This is an optimization exercise on Yosys and OpenROAD, whose aim is small area, a short achievable clock period and few clock cycles per item, not a production implementation. Function was checked by simulation only, so behaviour that the tests miss may differ from the original.

==> design/flow/flow/run.sh <==
#!/bin/bash
# The standard layout, run with three changes that leave the clock and
# constraints as they are:
#  - synthesis maps the logic with an area-oriented ABC script (flops and
#    their names come out of Yosys exactly as in the standard synthesis);
#  - plain port buffers;
#  - setup repair aimed well inside the clock period.
# The make output goes to make_flow.log; each ORFS step keeps its own log
# under orfs/logs.
set -euo pipefail
W=$(pwd)
rm -rf "$W/scripts_area"
cp -r "$FLOW_HOME/scripts" "$W/scripts_area"
cat > "$W/scripts_area/abc_area.script" <<'EOA'
strash
&get -n
&deepsyn -T 60
&put
dch
amap
EOA
bash standard.sh "SCRIPTS_DIR=$W/scripts_area" "SETUP_SLACK_MARGIN=18.7" "BUFFER_PORTS_ARGS=-buffer_cell sky130_fd_sc_hd__buf_1" finish > make_flow.log 2>&1
==> design/flow/constraint.sdc <==
create_clock -name core_clock -period 32.0 [get_ports {clk}]
set_input_delay 6.4000 -clock core_clock [delete_from_list [all_inputs] [get_ports {clk}]]
set_output_delay 6.4000 -clock core_clock [all_outputs]
set_load 0.01 [all_outputs]
==> design/flow/standard.sh <==
#!/bin/bash
# synth_recipe.tcl (not shown) runs the flow's synth.tcl, then flattens the netlist and writes it again
# the make line also repeats each setting of config.mk as NAME=value (left out here)
make -C /OpenROAD-flow-scripts/flow DESIGN_CONFIG=/design/flow/config.mk WORK_HOME=/design/flow/orfs CLKGATE_MAP_FILE= SYNTH_SCRIPT=/design/flow/synth_recipe.tcl "${@:-finish}"
==> design/flow/config.mk <==
export PLATFORM = sky130hd
export DESIGN_NAME = qrow_decoder
export DESIGN_NICKNAME = qrow_decoder
export VERILOG_FILES = /design/flow/design.v
export SDC_FILE = /design/flow/constraint.sdc
export NUM_CORES = 4
export LEC_CHECK = 0
export ABC_AREA = 1
export CAP_MARGIN = 20
export CORE_MARGIN = 2
export CORE_UTILIZATION = 50
export CTS_BUF_LIST = sky130_fd_sc_hd__clkbuf_8
export CTS_CLUSTER_SIZE = 40
export PLACE_DENSITY = 0.6
export SETUP_SLACK_MARGIN = 0.3
export SLEW_MARGIN = 20
==> design/flow/design.v <==
module qrow_decoder (
    input  wire         clk,
    input  wire         rst_n,
    input  wire         in_valid,
    output wire         in_ready,
    input  wire [127:0] in_bits,
    input  wire [7:0]   in_avail,
    output reg          out_valid,
    input  wire         out_ready,
    output wire         out_err,
    output wire [6:0]   out_len,
    output wire         out_is_last,
    output wire         out_is_neighbor,
    output wire [7:0]   out_qrow,
    output wire [15:0]  out_hitmap,
    output wire [63:0]  out_tot
);
    genvar g;
    function automatic [7:0] add8(input [7:0] x, input [7:0] y);
        reg [7:0] gg, pp, gn, pn;
        integer i, d;
        begin
            gg = x & y;
            pp = x ^ y;
            for (d = 1; d < 8; d = d * 2) begin
                gn = gg;
                pn = pp;
                for (i = d; i < 8; i = i + 1) begin
                    gn[i] = gg[i] | (pp[i] & gg[i-d]);
                    pn[i] = pp[i] & pp[i-d];
                end
                gg = gn;
                pp = pn;
            end
            add8 = (x ^ y) ^ {gg[6:0], 1'b0};
        end
    endfunction
    function automatic le8(input [7:0] x, input [7:0] y);
        reg [7:0] gt, eq, gn, en;
        integer i, d;
        begin
            gt = x & ~y;
            eq = ~(x ^ y);
            for (d = 1; d < 8; d = d * 2) begin
                gn = gt;
                en = eq;
                for (i = d; i < 8; i = i + 1) begin
                    gn[i] = gt[i] | (eq[i] & gt[i-d]);
                    en[i] = eq[i] & eq[i-d];
                end
                gt = gn;
                eq = en;
            end
            le8 = ~gt[7];
        end
    endfunction
    function automatic [3:0] pop8(input [7:0] x);
        reg s1, c1, s2, c2, s3, c3, s4, c4, s5, c5, s6, c6;
        begin
            {c1, s1} = x[0] + x[1] + x[2];
            {c2, s2} = x[3] + x[4] + x[5];
            {c3, s3} = x[6] + x[7];
            {c4, s4} = s1 + s2 + s3;             
            {c5, s5} = c1 + c2 + c3;             
            {c6, s6} = s5 + c4;                  
            pop8 = {c5 & c6, c5 ^ c6, s6, s4};
        end
    endfunction
    wire        is_nb = in_bits[126];
    wire [29:0] v;
    generate
        for (g = 0; g < 30; g = g + 1) begin : g_v
            assign v[g] = is_nb ? in_bits[125 - g] : in_bits[117 - g];
        end
    endgenerate
    wire [7:0]  px0, px1;
    wire [3:0]  ql0, ql1;
    qrow_decoder_quadrow u_r0 (.b(v[15:2]), .px(px0), .l(ql0));
    wire [3:0]  l0 = v[0] ? ql0 : 4'd0;
    wire [27:0] b1s = v[29:2] >> l0;
    wire [13:0] b1 = b1s[13:0];
    qrow_decoder_quadrow u_r1 (.b(b1), .px(px1), .l(ql1));
    wire [3:0]  l1 = v[1] ? ql1 : 4'd0;
    wire [15:0] hm = {v[1] ? px1 : 8'd0, v[0] ? px0 : 8'd0};
    wire [3:0]  hc0 = pop8(hm[7:0]);
    wire [7:0]  a4  = add8({4'd0, l0}, {4'd0, !is_nb, 3'd4});
    wire [7:0]  b4  = add8(a4, {2'd0, hc0, 2'b00});
    reg [103:0] rb;          
    reg [7:0]   ra;          
    reg [15:0]  h;           
    reg [5:0]   r_a4;        
    reg [6:0]   r_b4;        
    reg [3:0]   rl1;         
    assign in_ready = !out_valid || out_ready;
    wire load = in_valid && (!out_valid || out_ready);
    always @(posedge clk) begin
        if (!rst_n)
            out_valid <= 1'b0;
        else
            out_valid <= in_valid || (out_valid && !out_ready);
    end
    integer i;
    always @(posedge clk) begin
        if (load) begin
            for (i = 0; i < 104; i = i + 1)
                rb[i] <= in_bits[127 - i];
            ra   <= in_avail;
            h    <= hm;
            r_a4 <= a4[5:0];
            r_b4 <= b4[6:0];
            rl1  <= l1;
        end
    end
    wire [7:0]  u0 = add8({2'd0, r_a4}, {4'd0, rl1});    
    wire [7:0]  u1 = add8({1'd0, r_b4}, {4'd0, rl1});    
    wire [62:0] x5 = {rb[62:40], u0[5] ? rb[71:32] : rb[39:0]};
    wire [46:0] x4 = u0[4] ? x5[62:16] : x5[46:0];
    wire [38:0] x3 = u0[3] ? x4[46:8]  : x4[38:0];
    wire [34:0] x2 = u0[2] ? x3[38:4]  : x3[34:0];
    wire [32:0] x1 = u0[1] ? x2[34:2]  : x2[32:0];
    wire [31:0] t0 = u0[0] ? x1[32:1]  : x1[31:0];
    wire [94:0] y6 = {rb[94:40], u1[6] ? rb[103:64] : rb[39:0]};
    wire [62:0] y5 = u1[5] ? y6[94:32] : y6[62:0];
    wire [46:0] y4 = u1[4] ? y5[62:16] : y5[46:0];
    wire [38:0] y3 = u1[3] ? y4[46:8]  : y4[38:0];
    wire [34:0] y2 = u1[2] ? y3[38:4]  : y3[34:0];
    wire [32:0] y1 = u1[1] ? y2[34:2]  : y2[32:0];
    wire [31:0] t1 = u1[0] ? y1[32:1]  : y1[31:0];
    wire [3:0]  c1  = pop8(h[15:8]);
    wire [7:0]  len = add8(u1, {2'd0, c1, 2'b00});
    wire        ok  = le8(len, ra);
    wire [15:0] hit = ok ? h : 16'd0;
    assign out_err         = !ok;
    assign out_len         = ok ? len[6:0] : 7'd0;
    assign out_is_last     = ok & rb[0];
    assign out_is_neighbor = ok & rb[1];
    assign out_qrow        = (ok & !rb[1]) ? {rb[2], rb[3], rb[4], rb[5], rb[6], rb[7], rb[8], rb[9]} : 8'd0;
    assign out_hitmap      = hit;
    wire [31:0] rr [0:1];
    assign rr[0] = t0;
    assign rr[1] = t1;
    wire [63:0] n;                   
    generate
        for (g = 0; g < 2; g = g + 1) begin : g_row
            wire [7:0]  m   = h[8*g +: 8];
            wire [2:0]  cq  = (m[0] + m[1]) + (m[2] + m[3]);
            wire [15:0] q0  = rr[g][15:0];
            wire [15:0] q1  = rr[g][31:0] >> {cq, 2'b00};
            wire [31:0] qq  = {q1, q0};
            genvar hq;
            for (hq = 0; hq < 2; hq = hq + 1) begin : g_quad
                wire [3:0]  mq = m[4*hq +: 4];
                wire [15:0] s  = qq[16*hq +: 16];
                wire [7:0]  p0 = s[7:0];
                wire [7:0]  p1 = (mq[0] & mq[1]) ? s[15:8] : (mq[0] | mq[1]) ? s[11:4] : s[7:0];
                wire [15:0] pp = {p1, p0};
                genvar e;
                for (e = 0; e < 2; e = e + 1) begin : g_pair
                    wire [7:0] u = pp[8*e +: 8];
                    wire       a = mq[2*e];
                    assign n[32*g + 16*hq + 8*e +: 4]     = u[3:0];
                    assign n[32*g + 16*hq + 8*e + 4 +: 4] = a ? u[7:4] : u[3:0];
                end
            end
        end
        for (g = 0; g < 16; g = g + 1) begin : g_tot
            assign out_tot[4*g + 3] = hit[g] & n[4*g + 0];
            assign out_tot[4*g + 2] = hit[g] & n[4*g + 1];
            assign out_tot[4*g + 1] = hit[g] & n[4*g + 2];
            assign out_tot[4*g + 0] = hit[g] & n[4*g + 3];
        end
    endgenerate
endmodule
module qrow_decoder_quadrow (
    input  wire [13:0] b,
    output wire [7:0]  px,
    output wire [3:0]  l
);
    wire [15:0] bb = {2'b00, b};
    reg  [15:0] p [1:7];     
    reg  [1:0]  m [1:6];     
    integer j, k;
    always @* begin
        for (k = 1; k <= 7; k = k + 1) p[k] = 16'd0;
        p[1][2] = 1'b1;
        for (k = 1; k < 7; k = k + 1)
            for (j = 3; j < 16; j = j + 1)
                p[k+1][j] = (p[k][j-1] & ~bb[j-1]) | (p[k][j-2] & bb[j-2]);
        for (k = 1; k <= 6; k = k + 1) begin
            m[k][1] = |(p[k] & bb);
            m[k][0] = ~m[k][1] | |(p[k][14:0] & bb[15:1]);
        end
    end
    wire       qa = b[0], qb = b[1];
    wire [1:0] pa = qa ? m[1] : 2'b00;
    wire [1:0] pb = qb ? (qa ? m[2] : m[1]) : 2'b00;
    wire [3:0] pr = {pb[0], pb[1], pa[0], pa[1]};     
    reg  [7:0]  sel;
    reg  [7:0]  x;
    reg  [15:0] pe;
    integer t, i;
    always @* begin
        sel = 8'd0;
        sel[1] = ~qa & ~qb; sel[2] = qa ^ qb; sel[3] = qa & qb;
        x = 8'd0;
        for (t = 0; t < 4; t = t + 1) begin
            for (i = 1; i <= 6; i = i + 1) begin
                x[2*t]     = x[2*t]     | (pr[t] & sel[i] & m[i][1]);
                x[2*t + 1] = x[2*t + 1] | (pr[t] & sel[i] & m[i][0]);
            end
            if (pr[t]) sel = {sel[6:0], 1'b0};
        end
        pe = 16'd0;
        for (i = 1; i <= 7; i = i + 1)
            if (sel[i]) pe = pe | p[i];
    end
    assign px = x;
    assign l = {|pe[15:8],
                |{pe[15:12], pe[7:4]},
                |{pe[15:14], pe[11:10], pe[7:6], pe[3:2]},
                |{pe[15], pe[13], pe[11], pe[9], pe[7], pe[5], pe[3], pe[1]}};
endmodule
==> flow_summary.ini <==
[sta]
drv_slew = 0
skew_ns = 0.01501
slew-limit-headroom_pct = 32.91
finalHoldViolCount = 0
totalNegativeSetupSlack_ns = 0
max_freq_mhz = 75.62
finalCriticalPeriod_ns = 13.22
period_share_pct = 41.33
tightest_slew_ns = 1.000
setup_viol = 0
rsz0062_at_grt = true

[setup_path]
r2r-end = h[14]
reg2reg_slack_ns = 29.36
critical_path.startpoint_type = primary input
cp.arrival_ns = 6.82
cp_max_fo = 2
crit_path_end_kind = output pin
critPathKind = in -> out
reg2reg_depth = 5
cp_data_required_time_ns = 25.60
r2r-start = out_valid

[floorplan]
ios = 240
dieArea_sq_um = 30070
die_y_um = 173.4
core_sq_um = 28470
rows = 62
start_util_pct = 50.41
die_w_um = 173.4

[detailed_routing]
vias = 18170
first_iter_violations = 2857
drcViolationCount = 0
via_per_inst = 6.897
drt_wl_total_um = 60080
detail_route.first_pass.iterations = 10
ant_nets = 0
wl_per_cell_um = 22.81

[placed_design]
hpwl_um = 44730
gp_congestion = 1.033
portBuffers = 215
place_inst = 2557

[clocking]
cts_buffers = 17
clock_path_buffers = 2
cts_hold_buf = 0
clkSinkCount = 143
worstSkewPairLatency_ns = 0.47
htree_levels = 4
clk_pin_slew_worst_paths_ns = 0.09
cts_tree = yes
root_buffer = clkbuf_8

[cells_and_area]
post-route-util_pct = 60.82
antenna_cells = 0
nets = 2429
drive_above_1_share_pct = 9.822
finalNonFillerCells = 2634
area_delta_synth_final_pct = 20.65

[synth]
ys_seq_area_share_pct = 29.85
synth.avg_cell_area_sq_um = 7.436
synthArstFlopShare_pct = 0
synthDistinctLibCells = 47
yosysWarnings = 4
syn-cell-area_sq_um = 14350
synth-seq-cells = 143
mappedNetlistNets = 2122
synth_ff_type = edfxtp_1
synth_cells = 1930
synth-edff-count = 142

[grt]
grt_max_degree = 73
antenna_found_initial = 1
grt-ovfl-total = 0
grt_pass1_wl_um = 90520
grt_pass1_vias = 16400
grt_usage_pct = 38.11

[outcome]
status = no timing/DRC/antenna violations

[worst_hold_path]
hp-class = reg -> reg
holdPathStages = 3
hold_path_end = out_valid
hold_start = out_valid

[flow_run]
cap_violations = 0
worst max-delay path, stage by stage:
cell,delay (ns)
buf_1,0.08
nor2b_2,0.13
clkinv_1,0.08
buf_1,0.13
worst max-delay path by stage:
stage                   to         start
5_1_grt              h[13]  in_bits[126]
3_5_place_dp         h[13]  in_bits[126]
6_report          in_ready     out_ready
2_1_floorplan  out_tot[62]       r_b4[1]
3_3_place_gp         h[13]  in_bits[126]
4_1_cts              h[13]  in_bits[126]
state kept, by name, indices dropped and copies added, names as in the netlist:
name	count
h	16
out_valid	1
r_a4	3
r_b4	7
ra	8
rb	104
rl1	4
Yosys cell counts (2+ instances only):
cell type | n | area [sq um]
o22ai_1 | 335 | 2096
a211oi_1 | 27 | 202.7
ha_1 | 38 | 475.5
o21a_1 | 18 | 135.1
clkinv_1 | 200 | 750.7
nor3_1 | 33 | 165.2
nor4_1 | 16 | 100.1
and3_1 | 14 | 87.58
fa_1 | 14 | 280.3
a211o_1 | 2 | 17.52
o21bai_1 | 4 | 30.03
nand3_1 | 19 | 95.09
a31oi_1 | 18 | 112.6
a21oi_1 | 95 | 475.5
a22oi_1 | 7 | 52.55
a221o_1 | 4 | 40.04
a21o_1 | 6 | 45.04
o22a_1 | 27 | 236.5
o21ai_0 | 131 | 655.6
or2_0 | 25 | 156.4
o41ai_1 | 3 | 26.28
nand2_1 | 140 | 525.5
a22o_1 | 5 | 43.79
a2111o_1 | 2 | 22.52
a222oi_1 | 36 | 360.4
a2111oi_0 | 11 | 96.34
a21boi_0 | 3 | 22.52
o311ai_0 | 5 | 43.79
edfxtp_1 | 142 | 4264
o221a_1 | 8 | 90.09
a221oi_1 | 13 | 113.9
a32oi_1 | 3 | 26.28
o2111ai_1 | 3 | 26.28
or3_1 | 9 | 56.30
nor2b_1 | 17 | 106.4
o32ai_1 | 9 | 78.83
o221ai_1 | 48 | 420.4
o31ai_1 | 3 | 22.52
nor2_1 | 409 | 1535
a311oi_1 | 17 | 148.9
o32a_1 | 5 | 50.05
per-layer routing:
metal,track usage [%],share of wire [%]
met2,62.62,45
met1,48.01,37
met3,7.193,11
met5,0,0
met4,19.39,6.1
per-stage QoR:
step / instance area [sq um] / setup slack (ns) / hold WS, ns
floorplan: 14390 / 18.75 / 0.6813
global placement: 15930 / 15.60 / 0.6682
detailed placement: 15930 / 15.80 / 0.6806
CTS: 16870 / 18.67 / 0.7448
global route: 17310 / 18.58 / 0.7993
finish: 17310 / 18.78 / 0.7688
cell families after synthesis:
group / share of synthesized area (%)
adders and majority gates: 5.266
buffers and inverters: 5.231
and+or+nand+nor: 19.80
AOI/OAI and AO/OA: 39.85
DFF: 29.85
cell usage in the layout, fill, tap and decap left out, drive strengths merged, types with 19 or more instances in the layout:
master  synthesis  layout
nor2          409     411
o22ai         335     335
buf             0     282
clkinv        200     187
edfxtp        142     142
nand2         140     140
o21ai         131     131
a21oi          95      95
o221ai         48      48
ha             38      38
a222oi         36      36
nor3           33      33
o22a           27      27
a211oi         27      27
or2            25      25
inv             0      20
nand3          19      19
final cells by class:
type                            count  area (sq um)
Clock inverter                     15         177.7
Inverter                          200         817.0
Tap cell                          384         480.5
Clock buffer                       17         234.0
Fill cell                        2710         11160
Timing Repair inverter              2         10.01
Multi-Input combinational cell   1589          9935
Sequential cell                   143          4284
Timing Repair Buffer              284          1376
repair_timing:
action | CTS | global route
resized for setup | 74 | 76
cloned | 2 | 3
setup buffers | 19 | 21
endpoints found under the setup margin | 26 | 43
pin swaps | 10 | 15
Testbench counts, summed over its fixed seeds: cycles 24,008, items 24,000.

afterwards: timing with drivers on the ports:
The flow's constraints put no driver on any port. The routed layout listed below was extracted and timed again, unchanged, in two steps. Step 1 sets driving cells, clkbuf_16 on the clock port and buf_2 on the other inputs (assumed; they add their load-dependent delay and slew). Step 2 times the ports against the registers' clock, not the clock port: input delays grow and output delays shrink by t, the midpoint of the rising clock arrivals with the driver on. Three values: no drivers, after step 1, after step 2; two values: the first two.
t, ns: 0.506
setup WS [ns]: 18.776 / 18.745 / 18.461
worst slew at a driven data input, ns: 0.04
After both steps this run still meets setup and hold. For this run, drivers alone change the setup slack by -0.031 ns; drivers and shift together by -0.315 ns.
